From an optimization exercise on the open Yosys and OpenROAD flow, aimed at small area, a short achievable clock period and few clock cycles per item; shortcuts taken in it are not production practice. At most, simulation tests tie the RTL to the original design; equivalence was not proved. Only the layout flow was run in run 3; the RTL was not checked for function there. No activity file was given, so power comes from the tool's default toggle rates.

$ cat flow/config.mk
export PLATFORM = sky130hd
export DESIGN_NAME = k7ce
export DESIGN_NICKNAME = k7ce
export VERILOG_FILES = /design/flow/design.v
export SDC_FILE = /design/flow/constraint.sdc
export NUM_CORES = 4
export LEC_CHECK = 0
export CAP_MARGIN = 20
export CORE_MARGIN = 2
export CORE_UTILIZATION = 60
export CTS_CLUSTER_DIAMETER = 100
export CTS_CLUSTER_SIZE = 22
export PLACE_DENSITY = 0.75
export SETUP_SLACK_MARGIN = 5
export SLEW_MARGIN = 20
$ cat flow/constraint.sdc
create_clock -name core_clock -period 8.0 [get_ports {clk}]
set_input_delay 1.6000 -clock core_clock [delete_from_list [all_inputs] [get_ports {clk}]]
set_output_delay 1.6000 -clock core_clock [all_outputs]
set_load 0.01 [all_outputs]
$ cat flow/design.v
module k7ce (
    input  wire        clk,
    input  wire        rst,         
    input  wire        cmd_valid,
    output reg         cmd_ready,
    input  wire [15:0] cmd_word,
    output reg         out_valid,
    input  wire        out_ready,
    output reg  [7:0]  out_byte,
    output wire [1:0]  st,
    output wire [7:0]  err,
    output wire        fault
);
    localparam KEY_MAX = 256;
    localparam WPORTS  = 16;    
    localparam [1:0] S_IDLE  = 2'd0,
                     S_RUN   = 2'd1,
                     S_FAULT = 2'd2;
    reg [1:0] state;
    reg [7:0] err_r;
    reg       mode;         
    reg [4:0] shift5;       
    reg       shbad;        
    reg       seedz;        
    reg [7:0] taps;
    reg       tapbad;
    reg       kempty;       
    reg       keyovf;
    reg       keybad;
    reg [7:0] wpos;         
    reg [7:0] p0n;          
    reg [7:0] qp;           
    reg [1:0] qpn;          
    reg       wok;          
    reg       kfull;        
    reg       do_push, do_data, do_start;
    reg       pwait;        
    reg [7:0] arg_r;        
    reg [7:0] ks_r;         
    reg [5*KEY_MAX-1:0] ring;
    reg [4:0] tap;          
    reg [7:0] lfsr;
    reg       v1;
    reg [7:0] b1;
    assign st    = state;
    assign err   = err_r;
    assign fault = state[1];
    wire take = cmd_valid & cmd_ready;
    wire [7:0] op  = cmd_word[15:8];
    wire [7:0] arg = cmd_word[7:0];
    wire arg0  = (arg == 8'h00);
    wire is_keypush  = (op == 8'h01);
    wire is_setshift = (op == 8'h02);
    wire is_setseed  = (op == 8'h03);
    wire is_tapadd   = (op == 8'h04);
    wire is_start    = (op[7:1] == 7'h04) & arg0;
    wire is_data     = (op == 8'h0A);
    wire is_end      = (op == 8'h0B) & arg0;
    wire is_rst      = (op == 8'h0F) & arg0;
    wire is_param = is_keypush | is_setshift | is_setseed | is_tapadd;
    wire legal    = is_param | is_start | is_data | is_end | is_rst;
    function is_alpha(input [7:0] c);
        is_alpha = (c >= 8'h41 && c <= 8'h5A) || (c >= 8'h61 && c <= 8'h7A);
    endfunction
    wire pstore  = do_push & ~kfull & wok;
    wire [7:0] vflags = {2'b00,
                         tapbad,
                         seedz,
                         shbad,
                         keyovf | (do_push & kfull),
                         keybad | (pstore & ~is_alpha(arg_r)),
                         kempty & ~do_push};
    wire s_idle  = (state == S_IDLE);
    wire s_run   = (state == S_RUN);
    wire s_fault = state[1];
    wire ex_idle = take & ~rst & ~is_rst & s_idle;
    wire ex_run  = take & ~rst & ~is_rst & s_run;
    wire clr = rst | (take & is_rst) | (ex_run & is_end);
    always @(posedge clk) begin
        if (clr) begin
            state  <= S_IDLE;
            err_r  <= 8'h00;
        end else if (take & ~s_fault) begin
            if (!legal) begin
                state <= S_FAULT;
                err_r <= 8'h80;
            end else if (s_idle) begin
                if (is_start) begin
                    if (vflags != 8'h00) begin
                        state <= S_FAULT;
                        err_r <= vflags;
                    end else begin
                        state <= S_RUN;
                    end
                end else if (!is_param) begin
                    state <= S_FAULT;
                    err_r <= 8'h40;
                end
            end else begin
                if (!is_data) begin
                    state <= S_FAULT;
                    err_r <= 8'h40;
                end
            end
        end
    end
    always @(posedge clk) begin
        if (clr) begin
            shbad  <= 1'b1;
            seedz  <= 1'b1;
            taps   <= 8'h00;
            tapbad <= 1'b0;
        end else if (ex_idle) begin
            if (is_setshift)
                shbad <= (arg == 8'd0) || (arg > 8'd25);
            if (is_setseed)
                seedz <= arg0;
            if (is_tapadd) begin
                if (arg[7:3] == 5'd0)
                    taps <= taps | (8'd1 << arg[2:0]);
                else
                    tapbad <= 1'b1;
            end
        end
    end
    always @(posedge clk) begin
        if (ex_idle & is_setshift)
            shift5 <= arg[4:0];
        if (s_idle)
            mode <= op[0];
    end
    wire do_push_n  = ~rst & (pwait | (ex_idle & is_keypush));
    wire pop   = out_valid & out_ready;
    wire stall = do_data & v1 & ~pop;
    wire go    = do_data & ~stall;
    wire do_data_n  = ~rst & (stall | (ex_run & is_data));
    wire [7:0] soff = mode ? 8'd2 - {3'b000, shift5} : {3'b000, shift5} - 8'd1;
    wire [7:0] ks   = {lfsr[0], lfsr[1], lfsr[2], lfsr[3],
                       lfsr[4], lfsr[5], lfsr[6], lfsr[7]};
    wire       rrun = s_run & mode;
    always @(posedge clk) begin
        if (!stall)
            ks_r <= ks;
        if (!pwait && !stall)
            arg_r <= (rrun ? (arg ^ ks) : arg) + (s_run ? soff : 8'd0);
        do_push  <= do_push_n;
        do_data  <= do_data_n;
        do_start <= ~rst & ex_idle & is_start & (vflags == 8'h00);
    end
    integer i;
    always @(posedge clk) begin
        ring <= {ring[5*KEY_MAX-6:0], ring[5*KEY_MAX-1 -: 5]};
        for (i = 0; i < WPORTS; i = i + 1)
            if (pstore && wpos == i)
                ring[5*i +: 5] <= arg_r[4:0];
    end
    reg  [5*KEY_MAX/4-1:0] lvl1;
    integer g;
    always @(*) begin
        for (g = 0; g < KEY_MAX/4; g = g + 1)
            if (g % 2 == 0)
                case (qp[1:0])
                    2'd0: lvl1[5*g +: 5] = ring[5*(4*g+0) +: 5];
                    2'd1: lvl1[5*g +: 5] = ring[5*(4*g+1) +: 5];
                    2'd2: lvl1[5*g +: 5] = ring[5*(4*g+2) +: 5];
                    default: lvl1[5*g +: 5] = ring[5*(4*g+3) +: 5];
                endcase
            else
                case (qpn)
                    2'd3: lvl1[5*g +: 5] = ring[5*(4*g+0) +: 5];
                    2'd2: lvl1[5*g +: 5] = ring[5*(4*g+1) +: 5];
                    2'd1: lvl1[5*g +: 5] = ring[5*(4*g+2) +: 5];
                    default: lvl1[5*g +: 5] = ring[5*(4*g+3) +: 5];
                endcase
    end
    wire [4:0] rd   = lvl1[5*qp[7:2] +: 5];
    wire       wrap = (qp == wpos);    
    wire       ld   = do_start | go;
    wire [7:0] qp_n = s_idle ? ((pstore & kempty) ? 8'd0 : p0n) :
                      ld     ? (wrap ? p0n : qp) :
                               qp + 8'd1;
    always @(posedge clk) begin
        p0n <= (pstore & kempty) ? 8'd1 : p0n + 8'd1;
        if (ld)
            tap <= rd;
        qp  <= qp_n;
        qpn <= ~qp_n[1:0];
    end
    wire       kempty_n = clr | (kempty & ~pstore);
    wire [7:0] wpos_n   = clr ? 8'd0 : (kempty | pstore) ? wpos : wpos + 8'd1;
    wire [7:0] p0n_n    = (pstore & kempty) ? 8'd1 : p0n + 8'd1;
    wire       wok_n    = (wpos_n < WPORTS);
    wire [7:0] wpos_c   = (kempty | pstore) ? wpos : wpos + 8'd1;
    wire       wok_c    = (wpos_c < WPORTS);   
    wire       kfull_n  = ~kempty_n & (wpos_n == p0n_n);
    always @(posedge clk) begin
        kempty <= kempty_n;
        wpos   <= wpos_n;
        wok    <= wok_n;
        kfull  <= kfull_n;
        pwait  <= do_push_n & ~kfull_n & ~wok_n;
        if (clr) begin
            keyovf <= 1'b0;
            keybad <= 1'b0;
        end else begin
            if (do_push & kfull)
                keyovf <= 1'b1;
            if (pstore & ~is_alpha(arg_r))
                keybad <= 1'b1;
        end
    end
    reg [7:0] u;
    reg [7:0] uc;
    reg [7:0] w;
    reg [7:0] lfsr_next;
    integer   j, k, q;
    always @(*) begin
        uc = 8'd1;
        for (j = 1; j < 8; j = j + 1) begin
            uc[j] = 1'b0;
            for (q = 0; q < j; q = q + 1)
                uc[j] = uc[j] ^ (taps[q] & uc[j-1-q]);
        end
        for (j = 0; j < 8; j = j + 1) begin
            w[j] = 1'b0;
            for (k = j; k < 8; k = k + 1)
                w[j] = w[j] ^ (taps[7+j-k] & lfsr[k]);
        end
        for (j = 0; j < 8; j = j + 1) begin
            lfsr_next[j] = 1'b0;
            for (k = 0; k <= j; k = k + 1)
                lfsr_next[j] = lfsr_next[j] ^ (u[j-k] & w[k]);
        end
    end
    always @(posedge clk)
        u <= uc;
    always @(posedge clk) begin
        if (ex_idle & is_setseed)
            lfsr <= arg;
        else if (ex_run & is_data)
            lfsr <= lfsr_next;
    end
    wire [7:0] ysum = arg_r + {{3{mode}}, tap ^ {5{mode}}};
    wire [7:0] y    = mode ? ysum : (ysum ^ ks_r);
    wire       q0v = pop ? v1 : out_valid;
    wire       q1v = pop ? 1'b0 : v1;
    wire [7:0] q0b = pop ? b1 : out_byte;
    wire v1_n = ~rst & (q1v | (q0v & go));
    always @(posedge clk) begin
        out_valid <= ~rst & (q0v | go);
        v1        <= v1_n;
        out_byte  <= q0v ? q0b : y;
        b1        <= q1v ? b1  : y;
        cmd_ready <= ~((v1_n & (stall | (take & s_run))) |
                       ((pwait | (take & s_idle)) & ~wok_c));
    end
endmodule
$ cat flow/run.sh
#!/bin/bash
# synth_recipe.tcl (not shown) runs the flow's synth.tcl, then flattens the netlist and writes it again
# the make line also repeats each setting of config.mk as NAME=value (left out here)
make -C /OpenROAD-flow-scripts/flow DESIGN_CONFIG=/design/flow/config.mk WORK_HOME=/design/flow/orfs CLKGATE_MAP_FILE= SYNTH_SCRIPT=/design/flow/synth_recipe.tcl finish
==> results of run 1 <==
-- sequential cells by signal (all words and copies together) (netlist names), 2 cells and up --
signal,flops
arg_r,8
b1,8
err_r,8
ks_r,8
lfsr,8
out_byte,8
p0n,8
qp,8
qpn,2
ring,1280
shift5,5
state,2
tap,5
taps,8
u,7
wpos,8
-- final cells by class --
type	count	area share (%)
inverters	47	0.4131
repair buffers	142	3.981
multi-input cells	1571	29.61
clock inverters	5	0.1689
clock buffers	87	4.035
well taps	950	2.468
flip-flops and latches	1397	59.31
diodes	3	0.01559
-- cell families after synthesis --
| group | Yosys count |
|---|---|
| flip-flops | 1397 |
| AND/OR/NAND/NOR | 537 |
| XOR/XNOR | 134 |
| AO/OA/AOI/OAI | 516 |
| buffers and inverters | 254 |
| adder cells (fa/ha/maj) | 30 |
| multiplexers | 354 |
-- metal layers --
metal  GRT usage [%]  vias to the layer above  part of all wire [%]
met5               0                        -                     0
met2           44.90                     1078                    47
met3           4.535                      200                   7.5
li1                -                    11720                     -
met1           37.26                    13360                    42
met4           9.088                        0                   3.2
-- through the flow --
| step | instances | total power [mW] | area [µm²] | utilization [%] |
|---|---|---|---|---|
| floorplan | 3222 | 8.774 | 43760 | - |
| global placement | 4035 | 9.433 | 44620 | 62.20 |
| detailed placement | 4035 | 9.457 | 44620 | 62.20 |
| CTS | 4167 | 13.54 | 47580 | 66.34 |
| global route | 4201 | 14.18 | 48150 | 67.13 |
| finish | 4202 | 13.76 | 48150 | 67.13 |
-- path summary, 6_finish.rpt --
| kind | from | slack, ns | to | depth (start not counted) |
|---|---|---|---|---|
| setup / recovery | cmd_valid | 5.02 | lfsr[0] | 6 |
| hold / removal | ring[1188] | 0.34 | ring[1193] | 0 |
| hold reg to reg | ring[1188] | 0.34 | ring[1193] | 0 |
| setup reg to reg | qp[1] | 5.03 | tap[1] | 9 |
-- where the power goes --
group / internal (mW) / switching [mW]
logic: 1.00 / 1.73
clock network: 1.74 / 2.15
registers: 7.07 / 0.0821
total: 9.81 / 3.95
-- placed cells by master (no fill, tap or decap), types with 7 or more instances in the layout --
| master | netlist | layout |
|---|---|---|
| dfxtp_1 | 1340 | 1334 |
| nand2_1 | 272 | 269 |
| mux4_2 | 193 | 193 |
| a222oi_1 | 141 | 141 |
| nor2_1 | 115 | 112 |
| a21oi_1 | 103 | 93 |
| xnor2_1 | 88 | 86 |
| clkbuf_16 | 0 | 84 |
| mux2_2 | 79 | 79 |
| mux2i_1 | 69 | 69 |
| o21ai_0 | 76 | 68 |
| edfxtp_1 | 57 | 57 |
| buf_4 | 15 | 49 |
| a22oi_1 | 49 | 48 |
| nand3_1 | 45 | 44 |
| inv_1 | 44 | 40 |
| xor2_1 | 39 | 38 |
| dlygate4sd2_1 | 0 | 29 |
| a31oi_1 | 25 | 25 |
| ha_1 | 28 | 23 |
| nor2b_1 | 20 | 19 |
| nor3_1 | 22 | 18 |
| o211ai_1 | 18 | 18 |
| o21ai_1 | 10 | 16 |
| buf_16 | 0 | 14 |
| buf_12 | 0 | 14 |
| mux2_1 | 13 | 13 |
| and3_1 | 13 | 12 |
| a221oi_1 | 14 | 12 |
| clkbuf_1 | 83 | 11 |
| a211oi_1 | 10 | 9 |
| a21oi_2 | 0 | 9 |
| o221ai_1 | 10 | 8 |
| nand2b_1 | 8 | 7 |
| o21bai_1 | 7 | 7 |
-- timing repair --
action | in CTS | in global routing
endpoints found under the setup margin | 91 | 49
gates resized for setup | 115 | 62
cloned | 9 | 8
hold endpoints to repair | 0 | 0
pin swaps | 12 | 34
setup buffers | 31 | 24
==> implementation parameters, run 1 <==
Parameter                              Value

Global route
  Number of global-route vias before repair ... approximately 27000
  Total gr overflow ... 0
  Total global routing track utilization ... approximately 27%
  Wire length of the first global-routing pass ... ~160 mm
  Maximum number of pins on one net before global-route repair ... 81
  Initial antenna violation count ... 2

Floorplanning
  Die Y-Extent ... 273.6 µm
  Core Region ... a little over 0.07 mm²
  Total die area ... 0.07484 mm²
  Cell row count ... 98
  Horizontal die dimension ... about 270 µm
  Number of top-level pins ... just over 40
  Initial core utilization ... 60.79%

Yosys
  Sequential cell area fraction in the yosys report ... 65.45%
  Share of the synthesized area in the top cell type ... 61.52%
  Post-Synth Simple-Gate Area ... 5.366%
  Multiplexer share of the synthesized area ... 13.93%
  Synth Area in Compound Gates ... 8.769%
  Leading area contributor after synthesis ... dfxtp_1
  Average size of a mapped cell ... 13.53 µm²
  Number of register bits inferred by synthesis ... 1397
  Number of cells produced by synthesis ... approximately 3200
  Cells taking the most area after synthesis ... dfxtp_1 (62%), mux4_2 (10%), edfxtp_1 (3.9%)
  Largest family of logic cells by synthesized area ... multiplexers
  Adder-cell share of the synthesized area ... 0.8953%
  Dominant synthesized flop cell ... dfxtp_1
  Post-synthesis instance area ... 0.04360 mm²
  Proportion of register bits with asynchronous set or reset after synthesis ... 0%
  Most used standard cell by instance count after synthesis ... dfxtp_1
  Post-synth cell types ... 77
  Number of enable-type register cells in the synthesized netlist ... 57
  Post-Synthesis Net Count ... approximately 3300
  Post-synthesis xor/xnor area fraction ... 2.898%
  Syn. warnings ... 1
  Top post-synthesis cells by count ... dfxtp_1 (1340), nand2_1 (272), mux4_2 (193)

CTS
  Clock tree from TritonCTS ... yes
  Clk root buf ... clkbuf_16
  Number of buffers on the longest clock path ... 3
  Clock-pin slew on the worst setup and hold paths ... 0.09 ns
  CTS sink count ... 1397
  Number of CTS-inserted buffers ... 73
  Latest clock arrival within the worst-skew pair ... 0.66 ns
  Hold buffer count at cts ... 0
  Max H-tree Level ... 3

Finish
  Layout overhead on the synthesized area ... 10.44%
  FF/Latch Area ... between 0.02 and 0.03 mm²
  Area of the multi-input gates ... 0.01426 mm²
  Share of layout cells above drive strength 1 ... 16.53%
  Fillers ... between 4000 and 5000
  Total number of nets in the final design ... 3282

Worst setup path
  Cell family with most CP delay ... simple AND/OR/NAND/NOR gates
  CP max stage cell ... clkdlybuf4s50_1
  Cell-by-cell listing of the critical path ... clkdlybuf4s50_1 > nand2_2 > nor2_1 > and2_1 > nand3_1 > mux2_2
  Max FO, Critical Path ... 8
  Worst path required time ... around 8.4 ns
  Startpoint type of the worst setup path ... input pin
  Slowest cell delay on critical path ... 0.53 ns
  Signal arrival time at the worst endpoint ... approximately 3.4 ns
  Number of buffer and inverter instances along the worst setup path ... 1
  Category of the worst setup path capture point ... flip-flop
  Crit Path Class ... in -> reg

Timing
  Setup violations, final ... 0
  Shortest clock period the worst path allows after layout ... 2.982 ns
  Skew final ... 0.02866 ns
  Least setup slack across all paths after layout ... 5.018 ns
  Hold Worst Slack ... 0.3360 ns
  Normalized max-slew margin ... 36.63%
  Number of max-slew violations in the final report ... 0
  Setup TNS ... 0 ns
  Final Cycle Share ... 37.27%
  RSZ-0062 raised after global routing ... yes
  Transition at the pin with the smallest max-transition slack ... 0.9470 ns
  Fmax ... 335.4 MHz
  Number of hold violations in the final report ... 0

Power and ir drop
  Pwr dens ... 285.8 mW/mm²
  Maximum VDD drop ... 0.2012 mV
  P_leak ... 18.27 nW

Flow run
  Reported max-cap violation count ... 0

Drt
  Detailed-routing iteration count for the pre-antenna-repair pass ... 7
  Via density ... 6.271
  # DRC ... 0
  Number of nets with antenna violations after detailed routing ... 0
  Total detailed-routing wirelength ... 105.1 mm
  Via count of the routed design ... around 26000
  Detailed-route wire length per cell ... 25.02 µm
  Initial DRC count ... ~3300

Min path
  Kind of path behind the tightest hold check ... reg -> reg

Placement
  Weighted congestion reported at the end of routability-driven placement ... 0.8744
  Buffers on Ports ... 40
  Worst setup slack after placement ... between 3 and 4 ns
  Detailed placement HPWL ... 56.98 mm

Status
  Outcome ... no timing/DRC/antenna violations
Testbench counts, summed over its fixed seeds: cycles 65,243, bytes 28,492.
==> run 2, diff against run 1 <==
--- a/flow/config.mk
+++ b/flow/config.mk
@@ -7,3 +7,3 @@
 export LEC_CHECK = 0
-export CAP_MARGIN = 20
+export CAP_MARGIN = 5
 export CORE_MARGIN = 2
@@ -14,2 +14,2 @@
 export SETUP_SLACK_MARGIN = 5
-export SLEW_MARGIN = 20
+export SLEW_MARGIN = 5
==> run 2 against run 1 <==
- global-route usage did not move
- clock-buffer cell count unchanged
- setup slack unchanged
- sequential share of layout area unchanged
- flip-flop and latch count stayed put
- sequential power barely moved
- maximum frequency stayed put
- design area unchanged
- clock power is essentially flat
- register-to-register slack about the same
- clock skew unchanged
==> implementation parameters, run 2 <==
Parameter                              Value

Status
  Outcome ... no timing/DRC/antenna violations

Global route
  Maximum number of pins on one net before global-route repair ... 81 (unchanged)
  Total global routing track utilization ... 27.39% (unchanged)
  Initial antenna violation count ... 2 (unchanged)
  Wire length of the first global-routing pass ... 158.2 mm (unchanged)
  Number of global-route vias before repair ... 26900 (unchanged)
  Total gr overflow ... 0 (unchanged)

Worst setup path
  Worst path required time ... 8.41 ns (about the same)
  CP max stage cell ... clkdlybuf4s50_1
  Reg-to-reg startpoint ... qp[1]
  Max FO, Critical Path ... 8 (unchanged)
  Slowest cell delay on critical path ... 0.53 ns (about the same)
  Number of buffer and inverter instances along the worst setup path ... 1 (unchanged)
  Register-to-Register Setup Slack ... 5.03 ns (about the same)
  Cell family with most CP delay ... simple AND/OR/NAND/NOR gates
  Cell-by-cell listing of the critical path ... clkdlybuf4s50_1 > nand2_2 > nor2_1 > and2_1 > nand3_1 > mux2_2
  R2R Path End ... tap[1]
  Startpoint type of the worst setup path ... input pin
  Signal arrival time at the worst endpoint ... 3.39 ns (about the same)
  Crit Path Class ... in -> reg
  Category of the worst setup path capture point ... flip-flop
  Source of the critical timing path ... cmd_valid
  Count of cells along the worst register-to-register path ... 9 (unchanged)

Yosys
  Most used standard cell by instance count after synthesis ... dfxtp_1
  Dominant synthesized flop cell ... dfxtp_1
  Average size of a mapped cell ... 13.53 µm² (unchanged)
  Number of enable-type register cells in the synthesized netlist ... 57 (unchanged)
  Post-Synthesis Net Count ... 3272 (unchanged)
  Post-synthesis instance area ... 0.04360 mm² (unchanged)
  Proportion of register bits with asynchronous set or reset after synthesis ... 0% (unchanged)
  Syn. warnings ... 1 (unchanged)
  Number of cells produced by synthesis ... 3222 (unchanged)
  Sequential cell area fraction in the yosys report ... 65.45% (unchanged)
  Cells taking the most area after synthesis ... dfxtp_1 (62%), mux4_2 (10%), edfxtp_1 (3.9%)
  Share of the synthesized area in the top cell type ... 61.52% (unchanged)
  Top post-synthesis cells by count ... dfxtp_1 (1340), nand2_1 (272), mux4_2 (193)
  Post-synth cell types ... 77 (unchanged)
  Number of register bits inferred by synthesis ... 1397 (unchanged)
  Leading area contributor after synthesis ... dfxtp_1

Power and ir drop
  Internal ... 9.808 mW (unchanged)
  Net switching power figure ... 3.955 mW (unchanged)
  Maximum VDD drop ... 0.2012 mV (unchanged)
  Clock group share of total power ... 28.2% (about the same)
  P_leak ... 18.27 nW (unchanged)
  Share of power burned in registers ... 52.0% (about the same)
  Pwr dens ... 285.8 mW/mm² (unchanged)
  Net switching fraction of the power ... 28.74% (unchanged)
  Proportion of power drawn by combinational gates ... 19.8% (about the same)
  Power Total ... 13.76 mW (unchanged)

Flow run
  Reported max-cap violation count ... 0 (unchanged)

Floorplanning
  Horizontal die dimension ... 273.6 µm (unchanged)
  Number of top-level pins ... 41 (unchanged)
  Die Y-Extent ... 273.6 µm (unchanged)
  Cell row count ... 98 (unchanged)
  Initial core utilization ... 60.79% (unchanged)
  Total die area ... 0.07484 mm² (unchanged)
  Core Region ... 0.07173 mm² (unchanged)

CTS
  Number of buffers on the longest clock path ... 3 (unchanged)
  Max H-tree Level ... 3 (unchanged)
  Latest clock arrival within the worst-skew pair ... 0.66 ns (about the same)
  Clock tree from TritonCTS ... yes
  Clk root buf ... clkbuf_16
  CTS sink count ... 1397 (unchanged)
  Number of CTS-inserted buffers ... 73 (unchanged)
  Hold buffer count at cts ... 0 (unchanged)
  Clock-pin slew on the worst setup and hold paths ... 0.09 ns (about the same)

Drt
  Detailed-route wire length per cell ... 25.02 µm (unchanged)
  Top Metal Used ... met4
  Number of nets with antenna violations after detailed routing ... 0 (unchanged)
  Routed met2 length ... 49.70 mm (unchanged)
  Detailed-routing iteration count for the pre-antenna-repair pass ... 7 (unchanged)
  Total routed wire length on the met1 layer ... 44.27 mm (unchanged)
  Detailed route wirelength on metal3 ... 7.849 mm (unchanged)
  Total detailed-routing wirelength ... 105.1 mm (unchanged)
  Initial DRC count ... 3262 (unchanged)
  Via density ... 6.271 (unchanged)
  # DRC ... 0 (unchanged)
  Via count of the routed design ... 26350 (unchanged)

Finish
  Most frequent cells in the layout ... dfxtp_1 (1334), nand2_1 (269), mux4_2 (193)
  Number of standard cells in the final layout excluding fillers ... 4202 (unchanged)
  Area of the multi-input gates ... 0.01426 mm² (unchanged)
  Final cell area excluding filler cells ... 0.04815 mm² (unchanged)
  Share of layout cells above drive strength 1 ... 16.53% (unchanged)
  Leading cell type in the layout, fill and taps excluded ... dfxtp_1
  Total number of nets in the final design ... 3282 (unchanged)
  FF/Latch Area ... 0.02856 mm² (unchanged)
  Utilization of the core after routing ... 67.13% (unchanged)
  Number of flip-flops in the largest register ... 1280 (unchanged)
  Reg with most FFs ... ring
  Layout overhead on the synthesized area ... 10.44% (unchanged)
  Fillers ... 4885 (unchanged)

Timing
  Normalized max-slew margin ... 36.63% (unchanged)
  Number of max-slew violations in the final report ... 0 (unchanged)
  Skew final ... 0.02866 ns (unchanged)
  Least setup slack across all paths after layout ... 5.018 ns (unchanged)
  Transition at the pin with the smallest max-transition slack ... 0.9470 ns (unchanged)
  Shortest clock period the worst path allows after layout ... 2.982 ns (unchanged)
  Setup violations, final ... 0 (unchanged)
  Final Cycle Share ... 37.27% (unchanged)
  Fmax ... 335.4 MHz (unchanged)
  RSZ-0062 raised after global routing ... yes
  Hold Worst Slack ... 0.3360 ns (unchanged)
  Number of hold violations in the final report ... 0 (unchanged)
  Setup TNS ... 0 ns (unchanged)

Min path
  End point of the worst hold path ... ring[1193]
  Kind of path behind the tightest hold check ... reg -> reg
  Worst hold path startpoint ... ring[1188]
  Number of cells traversed by the worst hold path ... 0 (unchanged)

Placement
  Buffers on Ports ... 40 (unchanged)
  Weighted congestion reported at the end of routability-driven placement ... 0.8744 (unchanged)
  Detailed placement HPWL ... 56.98 mm (unchanged)
  # placed instances ... 4035 (unchanged)
  Worst setup slack after placement ... 3.525 ns (unchanged)
  Placed Area ... 0.04462 mm² (unchanged)
[run 2: timing repair]
action,in CTS,in global routing
endpoints found under the setup margin,91,49
pin swaps,12,34
buffers inserted,31,24
cloned,9,8
gates resized for setup,115,62
[run 2: layout make-up]
| class | instances | area share (%) |
|---|---|---|
| Sequential cell | 1397 | 59.31 |
| Multi-Input combinational cell | 1571 | 29.61 |
| Clock buffer | 87 | 4.035 |
| Timing Repair Buffer | 142 | 3.981 |
| Tap cell | 950 | 2.468 |
| Inverter | 47 | 0.4131 |
| Clock inverter | 5 | 0.1689 |
| Antenna cell | 3 | 0.01559 |
[run 2: metal layers]
metal  global-route usage [%]  vias to the layer above
met5                        0                        -
met4                    9.088                        0
met3                    4.535                      200
met2                    44.90                     1078
met1                    37.26                    13360
li1                         -                    11720
[run 2: kinds of logic (layout without fill, tap and decap cells)]
| kind of cell | count (synthesis) | count (layout) | share of synthesized area, % |
|---|---|---|---|
| flip-flops | 1397 | 1397 | 65.45 |
| AND/OR/NAND/NOR | 537 | 537 | 5.366 |
| AO/OA/AOI/OAI | 516 | 516 | 8.769 |
| multiplexers | 354 | 354 | 13.93 |
| buffers and inverters | 254 | 281 | 2.694 |
| XOR/XNOR | 134 | 134 | 2.898 |
| adder cells (fa/ha/maj) | 30 | 30 | 0.8953 |
| other | 0 | 3 | 0 |
[run 2: power groups by stage]
| stage | sequential, mW | combinational [mW] | clock (mW) |
|---|---|---|---|
| CTS | 7.15 | 2.46 | 3.92 |
| global placement | 7.35 | 2.08 | 0 |
| finish | 7.15 | 2.73 | 3.89 |
| detailed placement | 7.35 | 2.10 | 0 |
| floorplan | 7.27 | 1.50 | 0 |
| global route | 7.16 | 2.84 | 4.19 |
[run 2: worst reg2reg max path, stage by stage, from the launching register on]
cell	delay, ns
dfxtp_4	0.41
ha_4	0.47
inv_4	0.25
buf_12	0.28
o211ai_1	0.33
o211ai_1	0.15
a211oi_1	0.28
o311ai_1	0.14
a21oi_1	0.35
a21oi_1	0.07
[run 2: worst max-delay path by stage]
stage,endpoint,slack (ns),cells after the start
CTS,tap[3],4.98,10
global placement,err_r[0],3.57,8
finish,lfsr[0],5.02,6
global route,tap[2],4.96,13
floorplan,arg_r[6],4.72,10
detailed placement,err_r[0],3.53,8
==> run 3, diff against run 2 <==
--- a/flow/design.v
+++ b/flow/design.v
@@ -32,3 +32,4 @@
     reg [7:0] qp;           
-    reg [1:0] qpn;          
+    reg [15:0] qlo;         
+    reg [15:0] qhi;         
     reg       wok;          
@@ -156,22 +157,15 @@
     end
-    reg  [5*KEY_MAX/4-1:0] lvl1;
-    integer g;
+    reg [5*KEY_MAX/16-1:0] grp;
+    reg [4:0] rd;
+    integer g, m;
     always @(*) begin
-        for (g = 0; g < KEY_MAX/4; g = g + 1)
-            if (g % 2 == 0)
-                case (qp[1:0])
-                    2'd0: lvl1[5*g +: 5] = ring[5*(4*g+0) +: 5];
-                    2'd1: lvl1[5*g +: 5] = ring[5*(4*g+1) +: 5];
-                    2'd2: lvl1[5*g +: 5] = ring[5*(4*g+2) +: 5];
-                    default: lvl1[5*g +: 5] = ring[5*(4*g+3) +: 5];
-                endcase
-            else
-                case (qpn)
-                    2'd3: lvl1[5*g +: 5] = ring[5*(4*g+0) +: 5];
-                    2'd2: lvl1[5*g +: 5] = ring[5*(4*g+1) +: 5];
-                    2'd1: lvl1[5*g +: 5] = ring[5*(4*g+2) +: 5];
-                    default: lvl1[5*g +: 5] = ring[5*(4*g+3) +: 5];
-                endcase
-    end
-    wire [4:0] rd   = lvl1[5*qp[7:2] +: 5];
+        for (g = 0; g < KEY_MAX/16; g = g + 1) begin
+            grp[5*g +: 5] = 5'd0;
+            for (m = 0; m < 16; m = m + 1)
+                grp[5*g +: 5] = grp[5*g +: 5] | (ring[5*(16*g+m) +: 5] & {5{qlo[m]}});
+        end
+        rd = 5'd0;
+        for (g = 0; g < KEY_MAX/16; g = g + 1)
+            rd = rd | (grp[5*g +: 5] & {5{qhi[g]}});
+    end
     wire       wrap = (qp == wpos);    
@@ -186,3 +180,4 @@
         qp  <= qp_n;
-        qpn <= ~qp_n[1:0];
+        qlo <= 16'd1 << qp_n[3:0];
+        qhi <= 16'd1 << qp_n[7:4];
     end
--- a/flow/config.mk
+++ b/flow/config.mk
@@ -7,3 +7,3 @@
 export LEC_CHECK = 0
-export CAP_MARGIN = 5
+export CAP_MARGIN = 20
 export CORE_MARGIN = 2
@@ -14,2 +14,2 @@
 export SETUP_SLACK_MARGIN = 5
-export SLEW_MARGIN = 5
+export SLEW_MARGIN = 20
==> run 3 against run 2 <==
- routed wire length grew 1.5%
- power fell by 9.3%
- non-clock buffer count decreased by 42
- clock skew is 0.0076 ns lower
- area after synthesis is 4.8% lower
- highest routed layer unchanged
- register-to-register slack worse by 0.05 ns
- via count rose by 0.59%
- synthesized cell count is essentially flat
- die area decreased by 4.8%
==> implementation parameters, run 3 <==
Parameter                              Value

Timing
  Transition at the pin with the smallest max-transition slack ... 0.8485 ns (-0.09858 ns)
  Setup TNS ... 0 ns (unchanged)
  Fmax ... 312.1 MHz (-6.9%)
  Final Cycle Share ... 40.05% (+2.8 points)
  Skew final ... 0.02108 ns (-0.007583 ns)
  Normalized max-slew margin ... 43.06% (+6.4 points)
  RSZ-0062 raised after global routing ... yes
  Number of max-slew violations in the final report ... 0 (unchanged)
  Setup violations, final ... 0 (unchanged)
  Hold Worst Slack ... 0.3403 ns (+0.004369 ns)
  Shortest clock period the worst path allows after layout ... 3.204 ns (+0.2221 ns)
  Number of hold violations in the final report ... 0 (unchanged)

Yosys
  Number of register bits inferred by synthesis ... 1427 (+2.1%)
  Sequential cell area fraction in the yosys report ... 70.08% (+4.6 points)
  Proportion of register bits with asynchronous set or reset after synthesis ... 0% (unchanged)
  Dominant synthesized flop cell ... dfxtp_1
  Post-synth cell types ... 75 (-2.6%)
  Average size of a mapped cell ... 12.88 µm² (-4.8%)
  Post-synthesis instance area ... 0.04149 mm² (-4.8%)
  Cells taking the most area after synthesis ... dfxtp_1 (66%), a221oi_1 (5.3%), a22o_1 (5.0%)
  Top post-synthesis cells by count ... dfxtp_1 (1376), a221oi_1 (249), a22o_1 (239)
  Syn. warnings ... 1 (unchanged)
  Number of enable-type register cells in the synthesized netlist ... 51 (-11%)
  Share of the synthesized area in the top cell type ... 66.39% (+4.9 points)
  Number of cells produced by synthesis ... 3221 (-0.031%)
  Post-Synthesis Net Count ... 3268 (-0.12%)
  Most used standard cell by instance count after synthesis ... dfxtp_1
  Leading area contributor after synthesis ... dfxtp_1

CTS
  Hold buffer count at cts ... 0 (unchanged)
  Clock-pin slew on the worst setup and hold paths ... 0.09 ns (about the same)
  Clock tree from TritonCTS ... yes
  Max H-tree Level ... 3 (unchanged)
  Latest clock arrival within the worst-skew pair ... 0.65 ns (about the same)
  Clk root buf ... clkbuf_16
  Number of buffers on the longest clock path ... 3 (unchanged)
  CTS sink count ... 1427 (+2.1%)
  Number of CTS-inserted buffers ... 74 (+1.4%)

Finish
  Share of layout cells above drive strength 1 ... 10.23% (-6.3 points)
  Top Registers ... ring (1280), qhi (16), qlo (16)
  Total number of nets in the final design ... 3258 (-0.73%)
  Layout overhead on the synthesized area ... 9.587%
  Leading cell type in the layout, fill and taps excluded ... dfxtp_1
  Most frequent cells in the layout ... dfxtp_1 (1357), a221oi_1 (245), a22o_1 (238)
  Reg with most FFs ... ring
  Number of flip-flops in the largest register ... 1280 (unchanged)

Power and ir drop
  Share of power burned in registers ... 61.1% (+9.1 points)
  Pwr dens ... 274.4 mW/mm² (-4.0%)
  Clock group share of total power ... 31.3% (+3.1 points)
  P_leak ... 17.09 nW (-6.5%)
  Net switching power figure ... 3.203 mW (-19%)
  Internal ... 9.274 mW (-5.4%)
  Power Total ... 12.48 mW (-9.3%)
  Maximum VDD drop ... 0.1670 mV (-17%)
  Proportion of power drawn by combinational gates ... 7.6% (-12 points)
  Net switching fraction of the power ... 25.67% (-3.1 points)

Min path
  Kind of path behind the tightest hold check ... reg -> reg

Floorplanning
  Cell row count ... 96 (-2.0%)
  Number of top-level pins ... 41 (unchanged)
  Total die area ... 0.07127 mm² (-4.8%)
  Core Region ... 0.06859 mm² (-4.4%)
  Die Y-Extent ... 267.0 µm (-2.4%)
  Horizontal die dimension ... 267.0 µm (-2.4%)
  Initial core utilization ... 60.49% (-0.29 points)

Placement
  Detailed placement HPWL ... 61.80 mm (+8.5%)
  Buffers on Ports ... 40 (unchanged)
  Weighted congestion reported at the end of routability-driven placement ... 0.8870 (+1.4%)

Drt
  # DRC ... 0 (unchanged)
  Number of nets with antenna violations after detailed routing ... 0 (unchanged)
  Initial DRC count ... 2645 (-19%)
  Detailed-routing iteration count for the pre-antenna-repair pass ... 6 (-1)
  Detailed-route wire length per cell ... 25.67 µm (+2.6%)
  Via count of the routed design ... 26510 (+0.59%)
  Via density ... 6.376 (+1.7%)
  Total detailed-routing wirelength ... 106.7 mm (+1.5%)

Worst setup path
  Category of the worst setup path capture point ... flip-flop
  Startpoint type of the worst setup path ... input pin
  Worst path required time ... 8.55 ns (+0.14 ns)
  Max FO, Critical Path ... 7 (-1)
  Signal arrival time at the worst endpoint ... 3.75 ns (+0.36 ns)
  Crit Path Class ... in -> reg

Global route
  Total global routing track utilization ... 29.17% (+1.8 points)
  Initial antenna violation count ... 1 (-1)
  Maximum number of pins on one net before global-route repair ... 56 (-31%)
  Total gr overflow ... 0 (unchanged)
  Number of global-route vias before repair ... 27070 (+0.60%)
  Wire length of the first global-routing pass ... 160.6 mm (+1.5%)

Status
  Outcome ... no timing/DRC/antenna violations

Flow run
  Reported max-cap violation count ... 0 (unchanged)
[run 3: worst max-delay path, stage by stage]
cell      delay, ns
buf_2          0.16
or3_4          0.42
nor4_4         0.35
a41o_4         0.29
nor2_4         0.04
mux2_4         0.27
a311oi_2       0.28
a211oi_2       0.09
nor4_2         0.26
[run 3: final cells by class]
cell class	count	area (µm²)
Clock inverter	5	68.82
Sequential cell	1427	29140
Antenna cell	1	2.502
Tap cell	931	1165
Timing Repair inverter	1	6.256
Inverter	30	126.4
Clock buffer	85	1957
Timing Repair Buffer	100	972.2
Fill cell	4843	23120
Multi-Input combinational cell	1577	12030
[run 3: final timing paths]
kind              cells past startpoint  slack, ns         from   endpoint
hold / removal                        0       0.34    ring[202]  ring[207]
hold reg to reg                       0       0.34    ring[202]  ring[207]
setup / recovery                      9       4.80  cmd_word[1]      pwait
setup reg to reg                      7       4.98       qlo[6]     tap[3]
[run 3: kinds of logic after synthesis]
family,count (synthesis),synth area share (%)
DFF,1427,70.08
AOI/OAI and AO/OA,830,15.89
and+or+nand+nor,512,6.143
buffers and inverters,217,2.033
xor gates and xnor gates,133,2.973
muxes,75,2.030
adders and majority gates,27,0.8504
[run 3: per-layer routing]
| layer | wire, µm | global-route usage (%) |
|---|---|---|
| met5 | 0 | 0 |
| met4 | 3688 | 10.13 |
| met3 | 7988 | 4.567 |
| met2 | 50920 | 48.54 |
| met1 | 44130 | 38.88 |
[run 3: power groups by stage]
stage	registers [mW]	clock network, mW	logic [mW]
2_1_floorplan	7.46	0	0.631
3_3_place_gp	7.80	0	0.784
3_5_place_dp	7.79	0	0.793
4_1_cts	7.63	3.93	0.820
5_1_grt	7.62	4.19	0.985
6_report	7.62	3.91	0.949
[run 3: timing repair]
action / in CTS / in global routing
cloned: 1 / 0
gates resized for setup: 99 / 63
pin swaps: 17 / 18
buffers inserted: 23 / 13
endpoints found under the setup margin: 127 / 65
[run 3: metrics by stage]
| stage | util (%) | instance area (µm²) | cells | setup slack, ns |
|---|---|---|---|---|
| 5_1_grt | 66.29 | 45460 | 4156 | 4.797 |
| 3_3_place_gp | 62.48 | 42850 | 4029 | 3.705 |
| 2_1_floorplan | - | 41830 | 3221 | 4.387 |
| 3_5_place_dp | 62.48 | 42850 | 4029 | 3.579 |
| 6_report | 66.29 | 45470 | 4157 | 4.796 |
| 4_1_cts | 65.84 | 45150 | 4143 | 4.771 |
==> run 4, diff against run 3 <==
--- a/flow/design.v
+++ b/flow/design.v
@@ -76,4 +76,4 @@
     wire s_fault = state[1];
-    wire ex_idle = take & ~rst & ~is_rst & s_idle;
-    wire ex_run  = take & ~rst & ~is_rst & s_run;
+    wire ex_idle = take & ~rst & s_idle;
+    wire ex_run  = take & ~rst & s_run;
     wire clr = rst | (take & is_rst) | (ex_run & is_end);
@@ -190,2 +190,3 @@
     wire       kfull_n  = ~kempty_n & (wpos_n == p0n_n);
+    wire       kfull_c  = ~(kempty & ~pstore) & (wpos_c == p0n_n);
     always @(posedge clk) begin
@@ -195,3 +196,3 @@
         kfull  <= kfull_n;
-        pwait  <= do_push_n & ~kfull_n & ~wok_n;
+        pwait  <= do_push_n & ~kfull_c & ~wok_c;
         if (clr) begin
@@ -232,5 +233,5 @@
     always @(posedge clk) begin
-        if (ex_idle & is_setseed)
+        if (take & s_idle & is_setseed)
             lfsr <= arg;
-        else if (ex_run & is_data)
+        else if (take & s_run)
             lfsr <= lfsr_next;
--- a/flow/config.mk
+++ b/flow/config.mk
@@ -11,3 +11,3 @@
 export CTS_CLUSTER_DIAMETER = 100
-export CTS_CLUSTER_SIZE = 22
+export CTS_CLUSTER_SIZE = 26
 export PLACE_DENSITY = 0.75
==> run 4 against run 3 <==
- still clean on timing, DRC and antenna
- maximum frequency increased by 5.9%
- power decreased by 2.4%
- global-route usage decreased by 0.52 points
- sequential power increased by 1%
- final cell count decreased by 1.9%
- combinational power increased by 6%
- setup slack improved by 0.18 ns
- clock skew increased by 0.023 ns
- clock power decreased by 12%
- synthesized cell count about the same
- design area decreased by 1.7%
- clock-buffer cell count decreased by 19
- critical endpoint is now lfsr[2]
- largest power group unchanged
- highest routed layer is now met5
==> implementation parameters, run 4 <==
Parameter                              Value

Status
  Outcome ... no timing/DRC/antenna violations

Finish
  Leading cell type in the layout, fill and taps excluded ... dfxtp_1
  FF/Latch Area ... 0.02915 mm² (about the same)
  Share of layout cells above drive strength 1 ... 8.605% (-1.6 points)
  Total number of nets in the final design ... 3235 (-0.71%)
  Top Registers ... ring (1280), qhi (16), qlo (16)
  Utilization of the core after routing ... 65.41% (-0.88 points)
  Area of the multi-input gates ... 0.01178 mm² (-2.0%)
  Most frequent cells in the layout ... dfxtp_1 (1356), a221oi_1 (240), a22o_1 (237)
  Layout overhead on the synthesized area ... 8.145%
  Fillers ... 4943 (+2.1%)
  Reg with most FFs ... ring
  Number of standard cells in the final layout excluding fillers ... 4079 (-1.9%)
  Number of flip-flops in the largest register ... 1280 (unchanged)

Global route
  Maximum number of pins on one net before global-route repair ... 55 (-1.8%)
  Total gr overflow ... 0 (unchanged)
  Total global routing track utilization ... 28.65% (-0.52 points)
  Initial antenna violation count ... 1 (unchanged)
  Wire length of the first global-routing pass ... 157.5 mm (-1.9%)
  Number of global-route vias before repair ... 26670 (-1.5%)

Floorplanning
  Total die area ... 0.07101 mm² (-0.36%)
  Die Y-Extent ... 266.5 µm (-0.18%)
  Cell row count ... 96 (unchanged)
  Core Region ... 0.06835 mm² (-0.35%)
  Number of top-level pins ... 41 (unchanged)
  Initial core utilization ... 60.48% (about the same)
  Horizontal die dimension ... 266.5 µm (-0.18%)

Yosys
  Share of the synthesized area in the top cell type ... 66.64% (+0.24 points)
  Most used standard cell by instance count after synthesis ... dfxtp_1
  Post-synth cell types ... 65 (-13%)
  Proportion of register bits with asynchronous set or reset after synthesis ... 0% (unchanged)
  Top post-synthesis cells by count ... dfxtp_1 (1376), a221oi_1 (242), a22o_1 (239)
  Post-synthesis instance area ... 0.04134 mm² (-0.36%)
  Number of enable-type register cells in the synthesized netlist ... 51 (unchanged)
  Average size of a mapped cell ... 12.84 µm² (-0.30%)
  Number of cells produced by synthesis ... 3219 (-0.062%)
  Syn. warnings ... 1 (unchanged)
  Dominant synthesized flop cell ... dfxtp_1
  Post-Synthesis Net Count ... 3266 (-0.061%)
  Sequential cell area fraction in the yosys report ... 70.34% (+0.26 points)
  Number of register bits inferred by synthesis ... 1427 (unchanged)
  Leading area contributor after synthesis ... dfxtp_1
  Cells taking the most area after synthesis ... dfxtp_1 (67%), a221oi_1 (5.1%), a22o_1 (5.1%)

Placement
  Weighted congestion reported at the end of routability-driven placement ... 0.8732 (-1.6%)
  Detailed placement HPWL ... 58.86 mm (-4.8%)
  # placed instances ... 3976 (-1.3%)
  Buffers on Ports ... 40 (unchanged)

Timing
  Number of hold violations in the final report ... 0 (unchanged)
  RSZ-0062 raised after global routing ... yes
  Fmax ... 330.4 MHz (+5.9%)
  Setup TNS ... 0 ns (unchanged)
  Final Cycle Share ... 37.83% (-2.2 points)
  Hold Worst Slack ... 0.3180 ns (-0.02234 ns)
  Number of max-slew violations in the final report ... 0 (unchanged)
  Shortest clock period the worst path allows after layout ... 3.026 ns (-0.1774 ns)
  Transition at the pin with the smallest max-transition slack ... 0.9610 ns (+0.1126 ns)
  Skew final ... 0.04448 ns (+0.02341 ns)
  Setup violations, final ... 0 (unchanged)
  Normalized max-slew margin ... 35.93% (-7.1 points)

Worst setup path
  Worst path required time ... 8.42 ns (-0.13 ns)
  Reg-to-reg startpoint ... qlo[5]
  Count of cells along the worst register-to-register path ... 6 (-1)
  Category of the worst setup path capture point ... flip-flop
  Register-to-Register Setup Slack ... 5.01 ns (+0.03 ns)
  Startpoint type of the worst setup path ... input pin
  Cell-by-cell listing of the critical path ... dlygate4sd2_1 > or4_4 > nor2_4 > and2_4 > nand2_2 > or3_4 > mux2_4
  Slowest cell delay on critical path ... 0.54 ns (+0.12 ns)
  Signal arrival time at the worst endpoint ... 3.45 ns (-0.30 ns)
  R2R Path End ... tap[1]
  Max FO, Critical Path ... 4 (-3)
  CP max stage cell ... or4_4
  Crit Path Class ... in -> reg

Min path
  Worst hold path startpoint ... ring[1223]
  Kind of path behind the tightest hold check ... reg -> reg
  End point of the worst hold path ... ring[1228]
  Number of cells traversed by the worst hold path ... 0 (unchanged)

CTS
  Max H-tree Level ... 2 (-1)
  Clock tree from TritonCTS ... yes
  Hold buffer count at cts ... 0 (unchanged)
  Clock-pin slew on the worst setup and hold paths ... 0.10 ns (about the same)
  Number of buffers on the longest clock path ... 3 (unchanged)
  Latest clock arrival within the worst-skew pair ... 0.70 ns (+0.05 ns)
  CTS sink count ... 1427 (unchanged)
  Number of CTS-inserted buffers ... 60 (-19%)
  Clk root buf ... clkbuf_16

Drt
  Initial DRC count ... 2311 (-13%)
  Total detailed-routing wirelength ... 104.4 mm (-2.1%)
  Number of nets with antenna violations after detailed routing ... 0 (unchanged)
  Via density ... 6.427 (+0.80%)
  Detailed-routing iteration count for the pre-antenna-repair pass ... 6 (unchanged)
  Via count of the routed design ... 26220 (-1.1%)
  Detailed-route wire length per cell ... 25.60 µm (-0.28%)
  # DRC ... 0 (unchanged)

Power and ir drop
  P_leak ... 16.87 nW (-1.3%)
  Maximum VDD drop ... 0.2697 mV (+61%)
  Power Total ... 12.18 mW (-2.4%)
  Pwr dens ... 272.5 mW/mm² (-0.69%)

Flow run
  Reported max-cap violation count ... 0 (unchanged)
[run 4: changes by cell type after synthesis, moves of 8 or more]
cell / change
a22oi_1: +10
buf_1: +13
clkbuf_1: -19
nand3_1: +9
nor2_1: +8
xnor2_1: -11
xor2_1: +9
[run 4: cell families (layout without fill, tap and decap cells)]
| kind of cell | after synthesis | after routing | share of synthesized area, % |
|---|---|---|---|
| compound gates | 835 | 836 | 15.97 |
| xor+xnor | 132 | 132 | 2.966 |
| fa+ha+maj | 28 | 28 | 0.8778 |
| buf+inv | 214 | 190 | 2.010 |
| flops | 1427 | 1427 | 70.34 |
| mux | 71 | 71 | 1.928 |
| other cells | 0 | 1 | 0 |
| simple gates | 512 | 512 | 5.905 |
[run 4: worst max-delay path: cells and delay by family]
kind | cells | cell delay (ns)
buf+inv | 1 | 0.24
mux | 1 | 0.31
simple gates | 5 | 1.30
[run 4: power by group]
group	internal [mW]	total [mW]	switching, mW
logic	0.302	1.01	0.711
registers	7.28	7.72	0.448
clock network	1.37	3.45	2.08
total	8.94	12.2	3.24
[run 4: repair_timing]
action | CTS | global route
setup buffers | 16 | 15
endpoints found under the setup margin | 121 | 56
pin swaps | 7 | 9
resized for setup | 79 | 52
gates cloned | 1 | 0
[run 4: layout make-up]
type,count,area share [%]
flip-flops and latches,1427,65.20
clock inverters,4,0.1511
inverters,29,0.2659
clock buffers,66,3.409
diodes,1,0.005598
well taps,882,2.469
repair buffers,91,2.141
multi-input cells,1579,26.36
[run 4: worst max path at each step]
stage                     depth (start not counted)        to         start  slack (ns)
final                                             7   lfsr[2]  cmd_word[14]        4.97
after global routing                              7   taps[6]     cmd_valid        4.95
after CTS                                         9  err_r[0]   cmd_word[8]        4.88
after detailed placement                          9  err_r[0]   cmd_word[5]        3.76
after global placement                            9  err_r[0]   cmd_word[5]        3.78
after floorplan                                   7   lfsr[2]  cmd_word[12]        4.62
[run 4: layer usage]
layer  global-route usage, %  wire [µm]  vias to the layer above
met5                       0         16                        -
met4                   10.02       3496                        2
met3                   4.299       7186                      218
met2                   46.51      48560                     1081
met1                   39.33      45170                    13170
li1                        -          -                    11750
[run 4: stage by stage]
step                setup WS [ns]  area (µm²)
floorplan                   4.615       41550
global placement            3.782       42500
detailed placement          3.760       42500
CTS                         4.877       44380
global route                4.952       44700
finish                      4.974       44710
Testbench counts of run 4, summed over its fixed seeds: cycles 65,243, bytes 28,492.
==> run 5, diff against run 4 <==
--- a/flow/config.mk
+++ b/flow/config.mk
@@ -11,3 +11,4 @@
 export CTS_CLUSTER_DIAMETER = 100
-export CTS_CLUSTER_SIZE = 26
+export CTS_CLUSTER_SIZE = 22
+export GPL_TIMING_DRIVEN = 0
 export PLACE_DENSITY = 0.75
==> run 5 against run 4 <==
- combinational power grew 75%
- core utilization is 2.0 points higher
- via count is 8.8% higher
- final cell count increased by 4.7%
- sequential share of layout area decreased by 2.1 points
- critical endpoint is now tap[3]
- maximum frequency is 2.8% lower
- flip-flop and latch count is the same
- largest cell class unchanged
- hold slack better by 0.024 ns
- die area stayed put
- synthesized cell count stayed put
- clock power is 14% higher
==> implementation parameters, run 5 <==
Parameter                              Value

Drt
  Initial DRC count ... 3501 (+51%)
  Detailed-routing iteration count for the pre-antenna-repair pass ... 6 (unchanged)
  # DRC ... 0 (unchanged)
  Number of nets with antenna violations after detailed routing ... 0 (unchanged)
  Total detailed-routing wirelength ... 134.7 mm (+29%)
  Detailed-route wire length per cell ... 31.55 µm (+23%)
  Via count of the routed design ... 28530 (+8.8%)
  Via density ... 6.683 (+4.0%)

Worst setup path
  Crit Path Class ... reg -> reg
  Startpoint type of the worst setup path ... flip-flop
  Max FO, Critical Path ... 10 (+6)
  Category of the worst setup path capture point ... flip-flop
  Signal arrival time at the worst endpoint ... 3.40 ns (-0.05 ns)
  Worst path required time ... 8.29 ns (-0.13 ns)

Timing
  RSZ-0062 raised after global routing ... yes
  Setup TNS ... 0 ns (unchanged)
  Final Cycle Share ... 38.92% (+1.1 points)
  Normalized max-slew margin ... 42.14% (+6.2 points)
  Least setup slack across all paths after layout ... 4.887 ns (-0.08718 ns)
  Setup violations, final ... 0 (unchanged)
  Fmax ... 321.2 MHz (-2.8%)
  Shortest clock period the worst path allows after layout ... 3.113 ns (+0.08718 ns)
  Number of max-slew violations in the final report ... 0 (unchanged)
  Hold Worst Slack ... 0.3424 ns (+0.02445 ns)
  Transition at the pin with the smallest max-transition slack ... 0.8679 ns (-0.09314 ns)
  Skew final ... 0.02576 ns (-0.01872 ns)
  Number of hold violations in the final report ... 0 (unchanged)

Yosys
  Number of enable-type register cells in the synthesized netlist ... 51 (unchanged)
  Sequential cell area fraction in the yosys report ... 70.34% (unchanged)
  Proportion of register bits with asynchronous set or reset after synthesis ... 0% (unchanged)
  Leading area contributor after synthesis ... dfxtp_1
  Share of the synthesized area in the top cell type ... 66.64% (unchanged)
  Post-synthesis instance area ... 0.04134 mm² (unchanged)
  Syn. warnings ... 1 (unchanged)
  Post-Synthesis Net Count ... 3266 (unchanged)
  Dominant synthesized flop cell ... dfxtp_1
  Number of register bits inferred by synthesis ... 1427 (unchanged)
  Most used standard cell by instance count after synthesis ... dfxtp_1
  Top post-synthesis cells by count ... dfxtp_1 (1376), a221oi_1 (242), a22o_1 (239)
  Cells taking the most area after synthesis ... dfxtp_1 (67%), a221oi_1 (5.1%), a22o_1 (5.1%)
  Number of cells produced by synthesis ... 3219 (unchanged)
  Average size of a mapped cell ... 12.84 µm² (unchanged)
  Post-synth cell types ... 65 (unchanged)

Finish
  Fillers ... 4821 (-2.5%)
  Leading cell type in the layout, fill and taps excluded ... dfxtp_1
  Share of layout cells above drive strength 1 ... 13.35% (+4.7 points)
  Layout overhead on the synthesized area ... 11.45%
  Top Registers ... ring (1280), qhi (16), qlo (16)
  Area of the multi-input gates ... 0.01190 mm² (+1.0%)
  Most frequent cells in the layout ... dfxtp_1 (1372), a221oi_1 (238), a22o_1 (237)
  Number of flip-flops in the largest register ... 1280 (unchanged)
  Utilization of the core after routing ... 67.41% (+2.0 points)
  Number of standard cells in the final layout excluding fillers ... 4269 (+4.7%)
  Total number of nets in the final design ... 3421 (+5.7%)
  FF/Latch Area ... 0.02909 mm² (-0.21%)
  Final cell area excluding filler cells ... 0.04607 mm² (+3.1%)
  Reg with most FFs ... ring

Power and ir drop
  Power Total ... 13.12 mW (+7.7%)
  Pwr dens ... 284.8 mW/mm² (+4.5%)
  P_leak ... 17.79 nW (+5.5%)
  Net switching fraction of the power ... 28.42% (+1.8 points)
  Internal ... 9.391 mW (+5.0%)
  Proportion of power drawn by combinational gates ... 13.5% (+5.2 points)
  Clock group share of total power ... 30.0% (+1.7 points)
  Share of power burned in registers ... 56.6% (-6.8 points)
  Maximum VDD drop ... 0.1995 mV (-26%)
  Net switching power figure ... 3.729 mW (+15%)

Placement
  # placed instances ... 4143 (+4.2%)
  Detailed placement HPWL ... 91.43 mm (+55%)
  Worst setup slack after placement ... 3.737 ns (-0.02307 ns)
  Buffers on Ports ... 39 (-2.5%)
  Weighted congestion reported at the end of routability-driven placement ... 0.9842 (+13%)
  Placed Area ... 0.04310 mm² (+1.4%)

Floorplanning
  Initial core utilization ... 60.48% (unchanged)
  Die Y-Extent ... 266.5 µm (unchanged)
  Cell row count ... 96 (unchanged)
  Core Region ... 0.06835 mm² (unchanged)
  Number of top-level pins ... 41 (unchanged)
  Horizontal die dimension ... 266.5 µm (unchanged)
  Total die area ... 0.07101 mm² (unchanged)

CTS
  Number of buffers on the longest clock path ... 3 (unchanged)
  Hold buffer count at cts ... 0 (unchanged)
  Clk root buf ... clkbuf_16
  Latest clock arrival within the worst-skew pair ... 0.66 ns (-0.04 ns)
  CTS sink count ... 1427 (unchanged)
  Max H-tree Level ... 3 (+1)
  Clock-pin slew on the worst setup and hold paths ... 0.09 ns (about the same)
  Number of CTS-inserted buffers ... 74 (+23%)
  Clock tree from TritonCTS ... yes

Global route
  Maximum number of pins on one net before global-route repair ... 24 (-56%)
  Initial antenna violation count ... 7 (+6)
  Total global routing track utilization ... 37.53% (+8.9 points)
  Wire length of the first global-routing pass ... 192.8 mm (+22%)
  Number of global-route vias before repair ... 28270 (+6.0%)
  Total gr overflow ... 0 (unchanged)

Flow run
  Reported max-cap violation count ... 0 (unchanged)

Status
  Outcome ... no timing/DRC/antenna violations

Min path
  Kind of path behind the tightest hold check ... reg -> reg
run 5: logic make-up (layout without fill, tap and decap cells):
| logic type | count (synthesis) | after routing | synth area share [%] |
|---|---|---|---|
| AO/OA/AOI/OAI | 835 | 835 | 15.97 |
| XOR/XNOR | 132 | 132 | 2.966 |
| adder cells (fa/ha/maj) | 28 | 28 | 0.8778 |
| buffers and inverters | 214 | 380 | 2.010 |
| flip-flops | 1427 | 1427 | 70.34 |
| multiplexers | 71 | 71 | 1.928 |
| other | 0 | 2 | 0 |
| AND/OR/NAND/NOR | 512 | 512 | 5.905 |
run 5: repair_timing:
| action | CTS | global route |
|---|---|---|
| pin swaps | 22 | 33 |
| setup buffers | 32 | 5 |
| cloned | 0 | 0 |
| resized for setup | 340 | 118 |
| endpoints found under the setup margin | 116 | 58 |
| hold endpoints to repair | 0 | 0 |
run 5: power by group through the flow:
stage	logic (mW)	clock network (mW)	registers [mW]
final	1.77	3.93	7.42
after global routing	1.76	4.18	7.43
after CTS	1.66	3.92	7.41
after detailed placement	1.56	0	7.57
after global placement	1.53	0	7.57
after floorplan	0.675	0	7.51
run 5: worst paths after layout:
kind | startpoint | endpoint | slack (ns) | cells past startpoint
hold / removal | ring[702] | ring[707] | 0.34 | 0
setup / recovery | qlo[0] | tap[3] | 4.89 | 9
hold reg to reg | ring[702] | ring[707] | 0.34 | 0
setup reg to reg | qlo[0] | tap[3] | 4.89 | 9
run 5: metal layers:
metal	wire length [µm]	vias up	track usage [%]	part of all wire [%]
li1	-	12120	-	-
met1	52540	14270	48.87	39
met2	59500	1725	57.97	44
met3	12920	419	7.270	9.6
met4	9717	2	23.26	7.2
met5	13	-	0	0.0097
run 5: cell type report:
cell class | instances | area share, %
diodes | 2 | 0.01086
plain buffers | 185 | 2.672
clock buffers | 81 | 4.169
clock inverters | 6 | 0.1467
inverters | 29 | 0.2471
multi-input cells | 1578 | 25.83
flip-flops and latches | 1427 | 63.14
well taps | 882 | 2.395
repair buffers | 79 | 1.388
run 5: critical path: stages (launching register included):
cell      delay (ns)
dfxtp_1         0.30
clkbuf_2        0.26
clkbuf_4        0.38
buf_2           0.35
a22oi_1         0.26
nand4_1         0.11
o21ai_0         0.35
nand4_1         0.19
nor2_1          0.21
nand4_1         0.32
==> run 6, diff against run 5 <==
--- a/flow/config.mk
+++ b/flow/config.mk
@@ -12,3 +12,2 @@
 export CTS_CLUSTER_SIZE = 22
-export GPL_TIMING_DRIVEN = 0
 export PLACE_DENSITY = 0.75
==> run 6 against run 5 <==
- synthesized cell count did not move
- clock power fell by 2%
- power fell by 4.0%
- routed wire length fell by 22%
- setup slack improved by 0.15 ns
- register-to-register slack improved by 0.15 ns
- non-clock buffer count fell by 172
- global-route usage fell by 8.6 points
- clock skew fell by 0.0079 ns
==> implementation parameters, run 6 <==
Parameter                              Value

Yosys
  Sequential cell area fraction in the yosys report ... 70.34% (unchanged)
  Syn. warnings ... 1 (unchanged)
  Leading area contributor after synthesis ... dfxtp_1
  Post-Synthesis Net Count ... 3266 (unchanged)
  Average size of a mapped cell ... 12.84 µm² (unchanged)
  Most used standard cell by instance count after synthesis ... dfxtp_1
  Cells taking the most area after synthesis ... dfxtp_1 (67%), a221oi_1 (5.1%), a22o_1 (5.1%)
  Number of enable-type register cells in the synthesized netlist ... 51 (unchanged)
  Post-synthesis instance area ... 0.04134 mm² (unchanged)
  Proportion of register bits with asynchronous set or reset after synthesis ... 0% (unchanged)
  Number of register bits inferred by synthesis ... 1427 (unchanged)
  Post-synth cell types ... 65 (unchanged)
  Dominant synthesized flop cell ... dfxtp_1
  Number of cells produced by synthesis ... 3219 (unchanged)
  Top post-synthesis cells by count ... dfxtp_1 (1376), a221oi_1 (242), a22o_1 (239)
  Share of the synthesized area in the top cell type ... 66.64% (unchanged)

Placement
  Detailed placement HPWL ... 58.86 mm (-36%)
  Weighted congestion reported at the end of routability-driven placement ... 0.8732 (-11%)
  Buffers on Ports ... 40 (+2.6%)

Finish
  Antenna Cells ... 0 (-2)
  Number of flip-flops in the largest register ... 1280 (unchanged)
  Share of layout cells above drive strength 1 ... 9.238% (-4.1 points)
  FF/Latch Area ... 0.02915 mm² (+0.21%)
  Reg with most FFs ... ring
  Top Registers ... ring (1280), qhi (16), qlo (16)
  Total number of nets in the final design ... 3251 (-5.0%)
  Area of the multi-input gates ... 0.01176 mm² (-1.2%)
  Layout overhead on the synthesized area ... 9.002%
  Leading cell type in the layout, fill and taps excluded ... dfxtp_1
  Most frequent cells in the layout ... dfxtp_1 (1356), a221oi_1 (240), a22o_1 (239)
  Fillers ... 4870 (+1.0%)

Drt
  Total detailed-routing wirelength ... 105.1 mm (-22%)
  Detailed-routing iteration count for the pre-antenna-repair pass ... 6 (unchanged)
  Via density ... 6.448 (-3.5%)
  Via count of the routed design ... 26420 (-7.4%)
  Number of nets with antenna violations after detailed routing ... 0 (unchanged)
  Detailed-route wire length per cell ... 25.66 µm (-19%)
  # DRC ... 0 (unchanged)
  Initial DRC count ... 2377 (-32%)

Global route
  Maximum number of pins on one net before global-route repair ... 55 (+130%)
  Initial antenna violation count ... 1 (-6)
  Total gr overflow ... 0 (unchanged)
  Total global routing track utilization ... 28.90% (-8.6 points)
  Wire length of the first global-routing pass ... 158.5 mm (-18%)
  Number of global-route vias before repair ... 26880 (-4.9%)

Timing
  Skew final ... 0.01784 ns (-0.007918 ns)
  Shortest clock period the worst path allows after layout ... 2.966 ns (-0.1479 ns)
  Setup TNS ... 0 ns (unchanged)
  Fmax ... 337.2 MHz (+5.0%)
  Number of max-slew violations in the final report ... 0 (unchanged)
  Transition at the pin with the smallest max-transition slack ... 0.9587 ns (+0.09081 ns)
  RSZ-0062 raised after global routing ... yes
  Number of hold violations in the final report ... 0 (unchanged)
  Normalized max-slew margin ... 36.09% (-6.1 points)
  Final Cycle Share ... 37.07% (-1.8 points)
  Setup violations, final ... 0 (unchanged)

Worst setup path
  Slowest cell delay on critical path ... 0.50 ns (+0.12 ns)
  CP max stage cell ... dlygate4sd2_1
  Max FO, Critical Path ... 11 (+1)
  Worst path required time ... 8.58 ns (+0.29 ns)
  Category of the worst setup path capture point ... flip-flop
  Signal arrival time at the worst endpoint ... 3.54 ns (+0.14 ns)
  Cell family with most CP delay ... compound AO/OA/AOI/OAI gates
  Cell-by-cell listing of the critical path ... dlygate4sd2_1 > nand4b_1 > o31a_1 > o32ai_2 > a211oi_2 > buf_4 > o21ai_4 > or3_1 > a21oi_1
  Number of buffer and inverter instances along the worst setup path ... 2 (-1)
  Startpoint type of the worst setup path ... input pin
  Crit Path Class ... in -> reg

Floorplanning
  Core Region ... 0.06835 mm² (unchanged)
  Cell row count ... 96 (unchanged)
  Die Y-Extent ... 266.5 µm (unchanged)
  Horizontal die dimension ... 266.5 µm (unchanged)
  Total die area ... 0.07101 mm² (unchanged)
  Number of top-level pins ... 41 (unchanged)
  Initial core utilization ... 60.48% (unchanged)

Power and ir drop
  Power Total ... 12.59 mW (-4.0%)
  Maximum VDD drop ... 0.2371 mV (+19%)
  P_leak ... 17.06 nW (-4.1%)
  Pwr dens ... 279.5 mW/mm² (-1.9%)

CTS
  CTS sink count ... 1427 (unchanged)
  Number of CTS-inserted buffers ... 74 (unchanged)
  Number of buffers on the longest clock path ... 3 (unchanged)
  Clock-pin slew on the worst setup and hold paths ... 0.09 ns (about the same)
  Clk root buf ... clkbuf_16
  Clock tree from TritonCTS ... yes
  Latest clock arrival within the worst-skew pair ... 0.65 ns (about the same)
  Max H-tree Level ... 3 (unchanged)

Min path
  Kind of path behind the tightest hold check ... reg -> reg

Flow run
  Reported max-cap violation count ... 0 (unchanged)

Status
  Outcome ... no timing/DRC/antenna violations
==> run 6: cell types whose count changed in the layout (fill, tap and decap cells not counted), sizes merged <==
cell,previous run,this run
clkbuf,184,86
buf,129,54
dlymetal6s2s,2,9
clkinv,2,5
dlygate4sd2,25,22
inv,33,30
clkdlybuf4s15,3,1
diode,2,0
a31o,1,2
==> run 6: final timing paths <==
check / cells after the start / endpoint / start / slack (ns)
setup / recovery: 9 / err_r[2] / cmd_word[8] / 5.03
hold / removal: 0 / ring[1188] / ring[1183] / 0.34
setup reg to reg: 8 / tap[3] / qlo[14] / 5.04
hold reg to reg: 0 / ring[1188] / ring[1183] / 0.34
==> run 6: report_power, final <==
group | internal, mW | total, mW | switching (mW)
Clock | 1.72 | 3.86 | 2.15
Combinational | 0.293 | 1.01 | 0.716
Sequential | 7.27 | 7.72 | 0.445
==> run 6: cells by family after synthesis <==
| family | count (synthesis) | synth area share (%) |
|---|---|---|
| DFF | 1427 | 70.34 |
| muxes | 71 | 1.928 |
| buffers and inverters | 214 | 2.010 |
| and+or+nand+nor | 512 | 5.905 |
| xor gates and xnor gates | 132 | 2.966 |
| adders and majority gates | 28 | 0.8778 |
| AOI/OAI and AO/OA | 835 | 15.97 |
==> run 6: layer usage <==
metal / track usage, % / routed length, µm / vias to the layer above
met1: 39.66 / 45360 / 13230
met3: 4.106 / 7446 / 256
met2: 46.28 / 48510 / 1143
li1: - / - / 11790
met5: 0 / 0 / -
met4: 11.83 / 3806 / 0
==> run 6: timing repair <==
item                                    in CTS  in global routing
endpoints found under the setup margin     121                 61
endpoints found under the hold margin        0                  0
hold buffers                                 0                  0
gates cloned                                 1                  1
pin swaps                                   10                 14
buffers inserted                            16                 16
gates resized for setup                     82                 43
==> run 6: layout make-up <==
cell class | count | area share, %
Sequential cell | 1427 | 64.69
Multi-Input combinational cell | 1579 | 26.10
Clock buffer | 82 | 4.246
Tap cell | 882 | 2.449
Timing Repair Buffer | 92 | 2.085
Inverter | 29 | 0.2638
Clock inverter | 5 | 0.1611
Timing Repair inverter | 1 | 0.01111
==> run 6: worst register-to-register path, cell delays in order (launching register included) <==
cell,delay (ns)
dfxtp_4,0.56
buf_6,0.41
a22o_1,0.28
a221oi_1,0.25
nand3_1,0.13
o21ai_0,0.41
nand4_1,0.14
nor2_1,0.26
nand4_1,0.23
==> run 6: per-stage QoR <==
step | utilization, % | worst slack (ns) | area, µm² | std cells | hold slack, ns
finish | 65.93 | 5.034 | 45060 | 4097 | 0.3417
global placement | 62.19 | 3.782 | 42500 | 3976 | 0.3322
floorplan | - | 4.615 | 41550 | 3219 | 0.3311
global route | 65.93 | 4.913 | 45060 | 4097 | 0.3513
CTS | 65.56 | 4.876 | 44810 | 4080 | 0.3438
detailed placement | 62.19 | 3.760 | 42500 | 3976 | 0.3368

-- re-timing with driven ports --
How much do the figures lean on ideal ports? The routed layouts below were timed once more, with nothing changed but the port constraints.
Step 1: set_driving_cell puts a clkbuf_16 on clk and a buf_2 on each other input, an assumption about the parent block.
Step 2 also shifts input and output timing later by t, the mid clock arrival at the registers, as if the neighbouring blocks saw the same clock.
a / b / c = ideal / step 1 / step 2; a / b = the first two.
run	shift t [ns]	setup WS [ns]	hold WS [ns]	latest minus earliest clock arrival (ns)	slew at the worst register clock pin (ns)
run 1	0.714	5.018 / 4.973 / 4.345	0.336 / 0.336 / 0.336	0.032 / 0.031	0.09 / 0.09
run 2	0.714	5.018 / 4.973 / 4.345	0.336 / 0.336 / 0.336	0.032 / 0.031	0.09 / 0.09
run 3	0.700	4.796 / 4.840 / 4.141	0.340 / 0.340 / 0.340	0.031 / 0.031	0.09 / 0.09
run 4	0.746	4.974 / 4.967 / 4.277	0.318 / 0.318 / 0.318	0.048 / 0.048	0.11 / 0.11
run 5	0.722	4.887 / 4.887 / 4.366	0.342 / 0.342 / 0.342	0.027 / 0.027	0.10 / 0.10
run 6	0.700	5.034 / 4.995 / 4.368	0.342 / 0.342 / 0.342	0.026 / 0.025	0.09 / 0.09
After both steps every run listed still meets setup and hold. The setup slack of run 4, which loses most, moves by -0.007 ns with the drivers and by -0.697 ns with both steps.
